Source: an optimization exercise on an open RTL-to-GDS flow (aim: small area, a short achievable clock period and few clock cycles). Production flows keep margins and buffers that such runs may drop.

==> inputs of branch maple <==
==> flow/design.v <==
module sonpe_sha256 (
    input  wire         clk,
    input  wire [5:0]   t,
    input  wire [31:0]  kn,        
    input  wire         sched,     
    input  wire [31:0]  wsrc,      
    input  wire [31:0]  a1,        
    input  wire [31:0]  e1,        
    output wire [31:0]  w0,        
    output wire [255:0] st         
);
    localparam [255:0] IV = {
        32'h6a09e667, 32'hbb67ae85, 32'h3c6ef372, 32'ha54ff53a,
        32'h510e527f, 32'h9b05688c, 32'h1f83d9ab, 32'h5be0cd19
    };
    reg  [31:0] a, b, c, d, e, f, g, h;
    reg  [31:0] hkw;
    reg  [31:0] w [0:15];
    assign st = {a, b, c, d, e, f, g, h};
    assign w0 = w[14];
    wire        ld     = (t == 6'd0);
    wire [31:0] big_s0 = {a[1:0], a[31:2]} ^ {a[12:0], a[31:13]} ^ {a[21:0], a[31:22]};
    wire [31:0] big_s1 = {e[5:0], e[31:6]} ^ {e[10:0], e[31:11]} ^ {e[24:0], e[31:25]};
    wire [31:0] ch     = (e & f) ^ (~e & g);
    wire [31:0] maj    = (a & b) ^ (a & c) ^ (b & c);
    wire [31:0] t1     = hkw + big_s1 + ch;
    wire [31:0] a_n    = t1 + big_s0 + maj;
    wire [31:0] e_n    = d + t1;
    wire [31:0] sm_s0  = {w[1][6:0], w[1][31:7]} ^ {w[1][17:0], w[1][31:18]} ^ (w[1] >> 3);
    wire [31:0] sm_s1  = {w[14][16:0], w[14][31:17]} ^ {w[14][18:0], w[14][31:19]} ^ (w[14] >> 10);
    wire [31:0] w_next = sm_s1 + w[9] + sm_s0 + w[0];
    wire [31:0] h_nx   = ld ? IV[63:32] : g;    
    integer i;
    always @(posedge clk) begin
        for (i = 0; i < 15; i = i + 1)
            w[i] <= w[i+1];
        w[15] <= sched ? w_next : wsrc;
        hkw   <= h_nx + kn + w[15];
        if (ld) begin
            a <= a1;            b <= IV[255:224];
            c <= IV[223:192];   d <= IV[191:160];
            e <= e1;            f <= IV[127:96];
            g <= IV[95:64];     h <= IV[63:32];
        end else begin
            h <= g;
            g <= f;
            f <= e;
            e <= e_n;
            d <= c;
            c <= b;
            b <= a;
            a <= a_n;
        end
    end
endmodule
module sonpe (
    input  wire         clk,
    input  wire         rst,           
    input  wire         start,
    input  wire [255:0] seed,          
    input  wire [63:0]  index,
    input  wire [63:0]  list_size,
    output wire         ready,
    output reg          done,
    output reg  [1:0]   err,           
    output wire [63:0]  result
);
    localparam [1:0] S_IDLE = 2'd0, S_CHECK = 2'd1, S_RUN = 2'd2;
    localparam [31:0] IV0 = 32'h6a09e667, IV1 = 32'hbb67ae85, IV2 = 32'h3c6ef372,
                      IV3 = 32'ha54ff53a, IV4 = 32'h510e527f, IV5 = 32'h9b05688c,
                      IV6 = 32'h1f83d9ab, IV7 = 32'h5be0cd19;
    localparam [31:0] CA = 32'hfc08884d, CE = 32'h98c7e2a2;
    reg  [1:0]   state;
    reg  [5:0]   t;            
    reg  [6:0]   k;            
    reg  [31:0]  ring [0:7];   
    reg  [39:0]  widx;         
    reg  [40:0]  n;
    reg  [39:0]  f;            
    reg          bor;
    reg          gt;           
    reg  [23:0]  ihi, lhi;     
    reg  [63:0]  dv;           
    reg  [39:0]  rem;          
    assign ready  = (state == S_IDLE);
    assign result = {24'd0, widx};
    wire [39:0]  pos = gt ? f : widx;
    reg  [31:0] kn;
    always @(*) begin
        case (t)
            6'd0: kn = 32'h71374491;
            6'd1: kn = 32'hb5c0fbcf;
            6'd2: kn = 32'he9b5dba5;
            6'd3: kn = 32'h3956c25b;
            6'd4: kn = 32'h59f111f1;
            6'd5: kn = 32'h923f82a4;
            6'd6: kn = 32'hab1c5ed5;
            6'd7: kn = 32'hd807aa98;
            6'd8: kn = 32'h12835b01;
            6'd9: kn = 32'h243185be;
            6'd10: kn = 32'h550c7dc3;
            6'd11: kn = 32'h72be5d74;
            6'd12: kn = 32'h80deb1fe;
            6'd13: kn = 32'h9bdc06a7;
            6'd14: kn = 32'hc19bf174;
            6'd15: kn = 32'he49b69c1;
            6'd16: kn = 32'hefbe4786;
            6'd17: kn = 32'h0fc19dc6;
            6'd18: kn = 32'h240ca1cc;
            6'd19: kn = 32'h2de92c6f;
            6'd20: kn = 32'h4a7484aa;
            6'd21: kn = 32'h5cb0a9dc;
            6'd22: kn = 32'h76f988da;
            6'd23: kn = 32'h983e5152;
            6'd24: kn = 32'ha831c66d;
            6'd25: kn = 32'hb00327c8;
            6'd26: kn = 32'hbf597fc7;
            6'd27: kn = 32'hc6e00bf3;
            6'd28: kn = 32'hd5a79147;
            6'd29: kn = 32'h06ca6351;
            6'd30: kn = 32'h14292967;
            6'd31: kn = 32'h27b70a85;
            6'd32: kn = 32'h2e1b2138;
            6'd33: kn = 32'h4d2c6dfc;
            6'd34: kn = 32'h53380d13;
            6'd35: kn = 32'h650a7354;
            6'd36: kn = 32'h766a0abb;
            6'd37: kn = 32'h81c2c92e;
            6'd38: kn = 32'h92722c85;
            6'd39: kn = 32'ha2bfe8a1;
            6'd40: kn = 32'ha81a664b;
            6'd41: kn = 32'hc24b8b70;
            6'd42: kn = 32'hc76c51a3;
            6'd43: kn = 32'hd192e819;
            6'd44: kn = 32'hd6990624;
            6'd45: kn = 32'hf40e3585;
            6'd46: kn = 32'h106aa070;
            6'd47: kn = 32'h19a4c116;
            6'd48: kn = 32'h1e376c08;
            6'd49: kn = 32'h2748774c;
            6'd50: kn = 32'h34b0bcb5;
            6'd51: kn = 32'h391c0cb3;
            6'd52: kn = 32'h4ed8aa4a;
            6'd53: kn = 32'h5b9cca4f;
            6'd54: kn = 32'h682e6ff3;
            6'd55: kn = 32'h748f82ee;
            6'd56: kn = 32'h78a5636f;
            6'd57: kn = 32'h84c87814;
            6'd58: kn = 32'h8cc70208;
            6'd59: kn = 32'h90befffa;
            6'd60: kn = 32'ha4506ceb;
            6'd61: kn = 32'hbef9a3f7;
            6'd62: kn = 32'hc67178f2;
            6'd63: kn = 32'h428a2f98;
            default: kn = 32'h428a2f98;
        endcase
    end
    wire        seed_ph = (t >= 6'd62) || (t <= 6'd5);
    wire        sched   = (t >= 6'd14) && (t <= 6'd61);
    wire [6:0]  rs      = k - 7'd2;
    reg  [31:0] msg_p, msg_s;
    always @(*) begin
        msg_p = 32'd0;
        msg_s = 32'd0;
        if (seed_ph) begin
            msg_p = ring[0];
            msg_s = ring[0];
        end else if (t == 6'd6) begin
            msg_p = {1'b0, k, 8'h80, 16'h0000};
            msg_s = {1'b0, rs, pos[15:8], pos[23:16], pos[31:24]};
        end else if (t == 6'd7) begin
            msg_s = {pos[39:32], 8'h80, 16'h0000};
        end else if (t == 6'd13) begin
            msg_p = 32'h00000108;
            msg_s = 32'h00000128;
        end
    end
    wire [31:0]  w0_p, w0_s;
    wire [255:0] st_p, st_s;
    wire [31:0]  a1 = w0_p + CA;
    wire [31:0]  e1 = w0_p + CE;
    sonpe_sha256 u_piv (
        .clk(clk), .t(t), .kn(kn), .sched(sched), .wsrc(msg_p),
        .a1(a1), .e1(e1), .w0(w0_p), .st(st_p)
    );
    sonpe_sha256 u_src (
        .clk(clk), .t(t), .kn(kn), .sched(sched), .wsrc(msg_s),
        .a1(a1), .e1(e1), .w0(w0_s), .st(st_s)
    );
    wire [31:0] h0 = st_p[255:224] + IV0;
    wire [31:0] h1 = st_p[223:192] + IV1;
    wire [63:0] dig_le = {h1[7:0], h1[15:8], h1[23:16], h1[31:24],
                          h0[7:0], h0[15:8], h0[23:16], h0[31:24]};
    wire [39:0] rin   = (t == 6'd1) ? 40'd0 : rem;
    wire [40:0] rsh   = {rin, dv[63]};
    wire [41:0] rdif  = {1'b0, rsh} - {1'b0, n};
    reg  [31:0] sw, siv;
    always @(*) begin
        case (pos[7:5])
            3'd0: begin sw = st_s[255:224]; siv = IV0; end
            3'd1: begin sw = st_s[223:192]; siv = IV1; end
            3'd2: begin sw = st_s[191:160]; siv = IV2; end
            3'd3: begin sw = st_s[159:128]; siv = IV3; end
            3'd4: begin sw = st_s[127:96];  siv = IV4; end
            3'd5: begin sw = st_s[95:64];   siv = IV5; end
            3'd6: begin sw = st_s[63:32];   siv = IV6; end
            default: begin sw = st_s[31:0]; siv = IV7; end
        endcase
    end
    wire [31:0] ssum    = sw + siv;
    wire        src_bit = ssum[{~pos[4:3], pos[2:0]}];
    wire [40:0] fdif  = {1'b0, rem} - {1'b0, widx};
    wire [39:0] fadd  = f + n[39:0];
    wire        fgt   = f > widx;
    wire        e_idx = {ihi, widx} >= {lhi, n[39:0]};
    wire        e_big = (|lhi[23:1]) || (lhi[0] && (|n[39:0]));
    integer j;
    always @(posedge clk) begin
        t <= t + 6'd1;
        if (t == 6'd63)
            k <= k + 7'd1;
        for (j = 0; j < 8; j = j + 1)
            ring[j] <= ring[(j + 1) % 8];
        dv  <= (t == 6'd0) ? dig_le : {dv[62:0], 1'b0};
        rem <= rdif[41] ? rsh[39:0] : rdif[39:0];
        if (t == 6'd1)
            {bor, f} <= fdif;
        if (t == 6'd2 && bor)
            f <= fadd;
        if (t == 6'd3)
            gt <= fgt;
        if (rst) begin
            state <= S_IDLE;
            done  <= 1'b0;
        end else begin
            done <= 1'b0;
            case (state)
                S_IDLE: if (start) begin
                    for (j = 0; j < 8; j = j + 1)
                        ring[j] <= {seed[32*j +: 8], seed[32*j+8 +: 8],
                                    seed[32*j+16 +: 8], seed[32*j+24 +: 8]};
                    widx  <= index[39:0];
                    ihi   <= index[63:40];
                    n     <= list_size[40:0];
                    lhi   <= list_size[63:40];
                    t     <= 6'd62;
                    k     <= 7'h7f;
                    state <= S_CHECK;
                end
                S_CHECK: begin
                    if (e_idx || e_big) begin
                        err   <= e_idx ? 2'd1 : 2'd2;
                        widx  <= 40'd0;
                        done  <= 1'b1;
                        state <= S_IDLE;
                    end else begin
                        state <= S_RUN;
                    end
                end
                S_RUN: if (t == 6'd0) begin
                    if (k >= 7'd3 && src_bit)
                        widx <= f;
                    if (k == 7'd92) begin
                        err   <= 2'd0;
                        done  <= 1'b1;
                        state <= S_IDLE;
                    end
                end
                default: state <= S_IDLE;
            endcase
        end
    end
endmodule
==> flow/run.sh <==
#!/bin/bash
# synth_recipe.tcl (not shown) runs the flow's synth.tcl, then flattens the netlist and writes it again
# the make line also repeats each setting of config.mk as NAME=value (left out here)
make -C /OpenROAD-flow-scripts/flow DESIGN_CONFIG=/design/flow/config.mk WORK_HOME=/design/flow/orfs CLKGATE_MAP_FILE= SYNTH_SCRIPT=/design/flow/synth_recipe.tcl finish
==> flow/config.mk <==
export PLATFORM = sky130hd
export DESIGN_NAME = sonpe
export DESIGN_NICKNAME = sonpe
export VERILOG_FILES = /design/flow/design.v
export SDC_FILE = /design/flow/constraint.sdc
export NUM_CORES = 4
export LEC_CHECK = 0
export CAP_MARGIN = 20
export CORE_MARGIN = 2
export CORE_UTILIZATION = 40
export SLEW_MARGIN = 20
==> flow/constraint.sdc <==
create_clock -name core_clock -period 10.0 [get_ports {clk}]
set_input_delay 2.0000 -clock core_clock [delete_from_list [all_inputs] [get_ports {clk}]]
set_output_delay 2.0000 -clock core_clock [all_outputs]
set_load 0.01 [all_outputs]
==> branch ember: changes against branch maple <==
==> flow/design.v, changed modules only <==
module sonpe_sha256 (
    input  wire         clk,
    input  wire         ld,        
    input  wire [31:0]  kn,        
    input  wire         sched,     
    input  wire [31:0]  wsrc,      
    input  wire [31:0]  a1,        
    input  wire [31:0]  e1,        
    output wire [31:0]  w0,        
    output wire [255:0] st         
);
    localparam [255:0] IV = {
        32'h6a09e667, 32'hbb67ae85, 32'h3c6ef372, 32'ha54ff53a,
        32'h510e527f, 32'h9b05688c, 32'h1f83d9ab, 32'h5be0cd19
    };
    reg  [31:0] a, b, c, d, e, f, g, h;
    reg  [31:0] hkw;
    reg  [31:0] w [0:15];
    assign st = {a, b, c, d, e, f, g, h};
    assign w0 = w[14];
    wire [31:0] big_s0 = {a[1:0], a[31:2]} ^ {a[12:0], a[31:13]} ^ {a[21:0], a[31:22]};
    wire [31:0] big_s1 = {e[5:0], e[31:6]} ^ {e[10:0], e[31:11]} ^ {e[24:0], e[31:25]};
    wire [31:0] ch     = (e & f) ^ (~e & g);
    wire [31:0] maj    = (a & b) ^ (a & c) ^ (b & c);
    function [63:0] csa;
        input [31:0] x, y, z;
        begin
            csa[31:0]  = x ^ y ^ z;
            csa[63:32] = {(x[30:0] & y[30:0]) | (x[30:0] & z[30:0]) |
                          (y[30:0] & z[30:0]), 1'b0};
        end
    endfunction
    wire [63:0] cs1    = csa(hkw, big_s1, ch);
    wire [63:0] cs2    = csa(cs1[31:0], cs1[63:32], big_s0);
    wire [63:0] cs3    = csa(cs2[31:0], cs2[63:32], maj);
    wire [63:0] cs4    = csa(cs1[31:0], cs1[63:32], d);
    wire [31:0] a_n    = cs3[31:0] + cs3[63:32];
    wire [31:0] e_n    = cs4[31:0] + cs4[63:32];
    wire [31:0] sm_s0  = {w[1][6:0], w[1][31:7]} ^ {w[1][17:0], w[1][31:18]} ^ (w[1] >> 3);
    wire [31:0] sm_s1  = {w[14][16:0], w[14][31:17]} ^ {w[14][18:0], w[14][31:19]} ^ (w[14] >> 10);
    wire [63:0] ws1    = csa(w[9], w[0], sm_s0);
    wire [63:0] ws2    = csa(ws1[31:0], ws1[63:32], sm_s1);
    wire [31:0] w_next = ws2[31:0] + ws2[63:32];
    wire [31:0] h_nx   = ld ? IV[63:32] : g;    
    wire [63:0] hk     = csa(h_nx, kn, w[15]);
    integer i;
    always @(posedge clk) begin
        for (i = 0; i < 15; i = i + 1)
            w[i] <= w[i+1];
        w[15] <= sched ? w_next : wsrc;
        hkw   <= hk[31:0] + hk[63:32];
        if (ld) begin
            a <= a1;            b <= IV[255:224];
            c <= IV[223:192];   d <= IV[191:160];
            e <= e1;            f <= IV[127:96];
            g <= IV[95:64];     h <= IV[63:32];
        end else begin
            h <= g;
            g <= f;
            f <= e;
            e <= e_n;
            d <= c;
            c <= b;
            b <= a;
            a <= a_n;
        end
    end
endmodule
module sonpe (
    input  wire         clk,
    input  wire         rst,           
    input  wire         start,
    input  wire [255:0] seed,          
    input  wire [63:0]  index,
    input  wire [63:0]  list_size,
    output wire         ready,
    output reg          done,
    output reg  [1:0]   err,           
    output wire [63:0]  result
);
    localparam [1:0] S_IDLE = 2'd0, S_CHECK = 2'd1, S_CHECK2 = 2'd3, S_RUN = 2'd2;
    localparam [31:0] IV0 = 32'h6a09e667, IV1 = 32'hbb67ae85, IV2 = 32'h3c6ef372,
                      IV3 = 32'ha54ff53a, IV4 = 32'h510e527f, IV5 = 32'h9b05688c,
                      IV6 = 32'h1f83d9ab, IV7 = 32'h5be0cd19;
    localparam [31:0] CA = 32'hfc08884d, CE = 32'h98c7e2a2;
    reg  [1:0]   state;
    reg          rdy;
    reg  [5:0]   t;            
    reg  [6:0]   k;            
    reg  [31:0]  ring [0:7];   
    reg  [39:0]  widx;         
    reg  [40:0]  n;
    reg  [39:0]  f;            
    reg          bor;
    reg          gt;           
    reg  [23:0]  ihi, lhi;     
    reg  [63:0]  dv;           
    reg  [39:0]  rem;          
    reg  [7:0]   psel;         
    reg          sbit;         
    reg          ef_hgt, ef_heq, ef_lo, ef_big;
    wire         ef_idx = ef_hgt || (ef_heq && !ef_lo);
    reg          d0, d1, d2, d3, d4, d6, d7, d13, d63, dseed, dsch;
    assign ready  = rdy;
    assign result = {24'd0, widx};
    wire [39:0]  pos = gt ? f : widx;
    wire [5:0]   tn = (state == S_CHECK) ? 6'd62 : t + 6'd1;
    reg  [31:0] kn;
    always @(*) begin
        case (t)
            6'd0: kn = 32'h71374491;
            6'd1: kn = 32'hb5c0fbcf;
            6'd2: kn = 32'he9b5dba5;
            6'd3: kn = 32'h3956c25b;
            6'd4: kn = 32'h59f111f1;
            6'd5: kn = 32'h923f82a4;
            6'd6: kn = 32'hab1c5ed5;
            6'd7: kn = 32'hd807aa98;
            6'd8: kn = 32'h12835b01;
            6'd9: kn = 32'h243185be;
            6'd10: kn = 32'h550c7dc3;
            6'd11: kn = 32'h72be5d74;
            6'd12: kn = 32'h80deb1fe;
            6'd13: kn = 32'h9bdc06a7;
            6'd14: kn = 32'hc19bf174;
            6'd15: kn = 32'he49b69c1;
            6'd16: kn = 32'hefbe4786;
            6'd17: kn = 32'h0fc19dc6;
            6'd18: kn = 32'h240ca1cc;
            6'd19: kn = 32'h2de92c6f;
            6'd20: kn = 32'h4a7484aa;
            6'd21: kn = 32'h5cb0a9dc;
            6'd22: kn = 32'h76f988da;
            6'd23: kn = 32'h983e5152;
            6'd24: kn = 32'ha831c66d;
            6'd25: kn = 32'hb00327c8;
            6'd26: kn = 32'hbf597fc7;
            6'd27: kn = 32'hc6e00bf3;
            6'd28: kn = 32'hd5a79147;
            6'd29: kn = 32'h06ca6351;
            6'd30: kn = 32'h14292967;
            6'd31: kn = 32'h27b70a85;
            6'd32: kn = 32'h2e1b2138;
            6'd33: kn = 32'h4d2c6dfc;
            6'd34: kn = 32'h53380d13;
            6'd35: kn = 32'h650a7354;
            6'd36: kn = 32'h766a0abb;
            6'd37: kn = 32'h81c2c92e;
            6'd38: kn = 32'h92722c85;
            6'd39: kn = 32'ha2bfe8a1;
            6'd40: kn = 32'ha81a664b;
            6'd41: kn = 32'hc24b8b70;
            6'd42: kn = 32'hc76c51a3;
            6'd43: kn = 32'hd192e819;
            6'd44: kn = 32'hd6990624;
            6'd45: kn = 32'hf40e3585;
            6'd46: kn = 32'h106aa070;
            6'd47: kn = 32'h19a4c116;
            6'd48: kn = 32'h1e376c08;
            6'd49: kn = 32'h2748774c;
            6'd50: kn = 32'h34b0bcb5;
            6'd51: kn = 32'h391c0cb3;
            6'd52: kn = 32'h4ed8aa4a;
            6'd53: kn = 32'h5b9cca4f;
            6'd54: kn = 32'h682e6ff3;
            6'd55: kn = 32'h748f82ee;
            6'd56: kn = 32'h78a5636f;
            6'd57: kn = 32'h84c87814;
            6'd58: kn = 32'h8cc70208;
            6'd59: kn = 32'h90befffa;
            6'd60: kn = 32'ha4506ceb;
            6'd61: kn = 32'hbef9a3f7;
            6'd62: kn = 32'hc67178f2;
            6'd63: kn = 32'h428a2f98;
            default: kn = 32'h428a2f98;
        endcase
    end
    wire [6:0]  rs = k - 7'd2;
    reg  [31:0] msg_p, msg_s;
    always @(*) begin
        msg_p = 32'd0;
        msg_s = 32'd0;
        if (dseed) begin
            msg_p = ring[0];
            msg_s = ring[0];
        end else if (d6) begin
            msg_p = {1'b0, k, 8'h80, 16'h0000};
            msg_s = {1'b0, rs, pos[15:8], pos[23:16], pos[31:24]};
        end else if (d7) begin
            msg_s = {pos[39:32], 8'h80, 16'h0000};
        end else if (d13) begin
            msg_p = 32'h00000108;
            msg_s = 32'h00000128;
        end
    end
    wire [31:0]  w0_p, w0_s;
    wire [255:0] st_p, st_s;
    wire [31:0]  a1 = w0_p + CA;
    wire [31:0]  e1 = w0_p + CE;
    sonpe_sha256 u_piv (
        .clk(clk), .ld(d0), .kn(kn), .sched(dsch), .wsrc(msg_p),
        .a1(a1), .e1(e1), .w0(w0_p), .st(st_p)
    );
    sonpe_sha256 u_src (
        .clk(clk), .ld(d0), .kn(kn), .sched(dsch), .wsrc(msg_s),
        .a1(a1), .e1(e1), .w0(w0_s), .st(st_s)
    );
    wire [31:0] h0 = st_p[255:224] + IV0;
    wire [31:0] h1 = st_p[223:192] + IV1;
    wire [63:0] dig_le = {h1[7:0], h1[15:8], h1[23:16], h1[31:24],
                          h0[7:0], h0[15:8], h0[23:16], h0[31:24]};
    wire [39:0] rin   = d1 ? 40'd0 : rem;
    wire [40:0] rsh   = {rin, dv[63]};
    wire [41:0] rdif  = {1'b0, rsh} - {1'b0, n};
    reg  [31:0] sw, siv;
    always @(*) begin
        case (psel[7:5])
            3'd0: begin sw = st_s[255:224]; siv = IV0; end
            3'd1: begin sw = st_s[223:192]; siv = IV1; end
            3'd2: begin sw = st_s[191:160]; siv = IV2; end
            3'd3: begin sw = st_s[159:128]; siv = IV3; end
            3'd4: begin sw = st_s[127:96];  siv = IV4; end
            3'd5: begin sw = st_s[95:64];   siv = IV5; end
            3'd6: begin sw = st_s[63:32];   siv = IV6; end
            default: begin sw = st_s[31:0]; siv = IV7; end
        endcase
    end
    wire [31:0] ssum    = sw + siv;
    wire        src_bit = ssum[{~psel[4:3], psel[2:0]}];
    wire        chk   = (state == S_CHECK);
    wire [39:0] wsel  = sbit ? f : widx;
    wire [39:0] alu_a = chk ? n[39:0] : (d1 ? rem : f);
    wire [39:0] alu_b = (d2 && !chk) ? (n[39:0] & {40{bor}})
                                     : ~((d1 && sbit && !chk) ? f : widx);
    wire [40:0] alu_s = {1'b0, alu_a} + {1'b0, alu_b} + {40'd0, d1 && !chk};
    wire        e_big = (|lhi[23:1]) || (lhi[0] && (|n[39:0]));
    integer j;
    always @(posedge clk) begin
        t     <= tn;
        d0    <= (tn == 6'd0);
        d1    <= (tn == 6'd1);
        d2    <= (tn == 6'd2);
        d3    <= (tn == 6'd3);
        d4    <= (tn == 6'd4);
        d6    <= (tn == 6'd6);
        d7    <= (tn == 6'd7);
        d13   <= (tn == 6'd13);
        d63   <= (tn == 6'd63);
        dseed <= (tn >= 6'd62) || (tn <= 6'd5);
        dsch  <= (tn >= 6'd14) && (tn <= 6'd61);
        if (state == S_CHECK)
            k <= 7'h7f;
        else if (d63)
            k <= k + 7'd1;
        for (j = 0; j < 8; j = j + 1)
            ring[j] <= ring[(j + 1) % 8];
        dv  <= d0 ? dig_le : {dv[62:0], 1'b0};
        rem <= rdif[41] ? rsh[39:0] : rdif[39:0];
        if (d1)
            {bor, f} <= {~alu_s[40], alu_s[39:0]};
        if (d2)
            f <= alu_s[39:0];
        if (d3)
            gt <= alu_s[40];
        if (d4)
            psel <= pos[7:0];
        if (d0)
            sbit <= src_bit && (k >= 7'd3);
        ef_hgt <= ihi > lhi;
        ef_heq <= ihi == lhi;
        ef_lo  <= alu_s[40];
        ef_big <= e_big;
        if (state == S_IDLE) begin
            for (j = 0; j < 8; j = j + 1)
                ring[(j + 1) % 8] <= {seed[32*j +: 8], seed[32*j+8 +: 8],
                                      seed[32*j+16 +: 8], seed[32*j+24 +: 8]};
            widx <= index[39:0];
            ihi  <= index[63:40];
            n    <= list_size[40:0];
            lhi  <= list_size[63:40];
        end
        if (rst) begin
            state <= S_IDLE;
            rdy   <= 1'b1;
            done  <= 1'b0;
        end else begin
            done <= 1'b0;
            case (state)
                S_IDLE: if (start) begin
                    rdy   <= 1'b0;
                    state <= S_CHECK;
                end
                S_CHECK: state <= S_CHECK2;
                S_CHECK2: begin
                    if (ef_idx || ef_big) begin
                        err   <= ef_idx ? 2'd1 : 2'd2;
                        widx  <= 40'd0;
                        done  <= 1'b1;
                        rdy   <= 1'b1;
                        state <= S_IDLE;
                    end else begin
                        state <= S_RUN;
                    end
                end
                S_RUN: if (d1) begin
                    widx <= wsel;
                    if (k == 7'd92) begin
                        err   <= 2'd0;
                        done  <= 1'b1;
                        rdy   <= 1'b1;
                        state <= S_IDLE;
                    end
                end
                default: state <= S_IDLE;
            endcase
        end
    end
endmodule
==> flow/flow/run.sh (new file) <==
#!/bin/bash
set -euo pipefail
bash standard.sh SETUP_SLACK_MARGIN=6.5 > standard.log 2>&1
==> flow/standard.sh (new file) <==
#!/bin/bash
# synth_recipe.tcl (not shown) runs the flow's synth.tcl, then flattens the netlist and writes it again
# the make line also repeats each setting of config.mk as NAME=value (left out here)
make -C /OpenROAD-flow-scripts/flow DESIGN_CONFIG=/design/flow/config.mk WORK_HOME=/design/flow/orfs CLKGATE_MAP_FILE= SYNTH_SCRIPT=/design/flow/synth_recipe.tcl "${@:-finish}"
--- a/flow/config.mk
+++ b/flow/config.mk
@@ -8,4 +8,5 @@
 export CAP_MARGIN = 20
 export CORE_MARGIN = 2
 export CORE_UTILIZATION = 40
+export SETUP_SLACK_MARGIN = 5
 export SLEW_MARGIN = 20
removed: flow/run.sh
==> notes <==
Die area: branch ember is smaller than branch maple (2.9%). Of branch ember and branch maple, branch ember has the higher setup slack (gap 2.3 ns). Between branch ember and branch maple, the lower via count is in branch ember (gap 6.3%, measured against branch maple). Branch ember finished with timing, DRC and antenna clean. Branch maple finished clean. Of branch ember and branch maple, branch maple has the higher synthesized cell count (gap 14%, measured against branch maple). Between branch maple and branch ember, the lower core utilization is in branch maple (gap 4.2 points). Against branch maple, the synthesized area of branch ember is smaller by about 3%. Against branch maple, the clock skew of branch ember is lower by 0.0026 ns.
==> figures <==
metric	branch maple	branch ember
Outcome	finished clean	finished clean
Worst hold margin	0.259 ns	0.277 ns
Core outline area	254,000 um^2	246,000 um^2
Multi-In Gates	7,176	6,130
Die boundary height	509 um	501 um
Flip-flop and latch count after synthesis	2,148	2,173
Vias post-DR	77,700	72,800
Detailed-router iteration count before antenna repair	6	8
Final non-filler cell area	118,000 um^2	124,000 um^2
Hold Path Sink	u_piv.w[4][15]$_DFF_P_	u_piv.w[3][1]$_DFF_P_
Layout cells sized above 1	5.14%	23.6%
Share of the synthesized area in the top cell type	38.8%	40.3%
Unique masters post-synth	110	95
Core utilization of the finished layout	46.3%	50.6%
Reg2reg start	gt$_DFFE_PN_	u_src.e[26]$_DFF_P_
Count of clock buffers in the final design	306	300
No run of this note included a check of the RTL's function; only the layout flow was run.

-- static timing again, ports no longer ideal --
No port has a modelled driver above. Below, the same layouts with a new extraction and two added sets of constraints.
Step 1 assumes that a clkbuf_16 drives the clock port and a buf_2 every other input.
Step 2 adds t to the input delays and takes it off the output delays; t is the mean of the earliest and latest rising clock arrival at the registers after step 1. Input paths then give back, and output paths get back, about the clock's delay inside the block.
Three values: ideal, step 1, step 2; two values: the first two.
| run | t (ns) | setup WS [ns] | hold slack, ns | worst setup path at the end | worst register clock-pin slew, ns |
|---|---|---|---|---|---|
| branch maple | 0.980 | 2.397 / 2.397 / 2.397 | 0.259 / 0.259 / 0.259 | register to register | 0.07 / 0.07 |
| branch ember | 0.979 | 4.660 / 4.660 / 4.660 | 0.277 / 0.277 / 0.277 | register to register | 0.07 / 0.07 |
After both steps setup and hold are still met in every run listed.
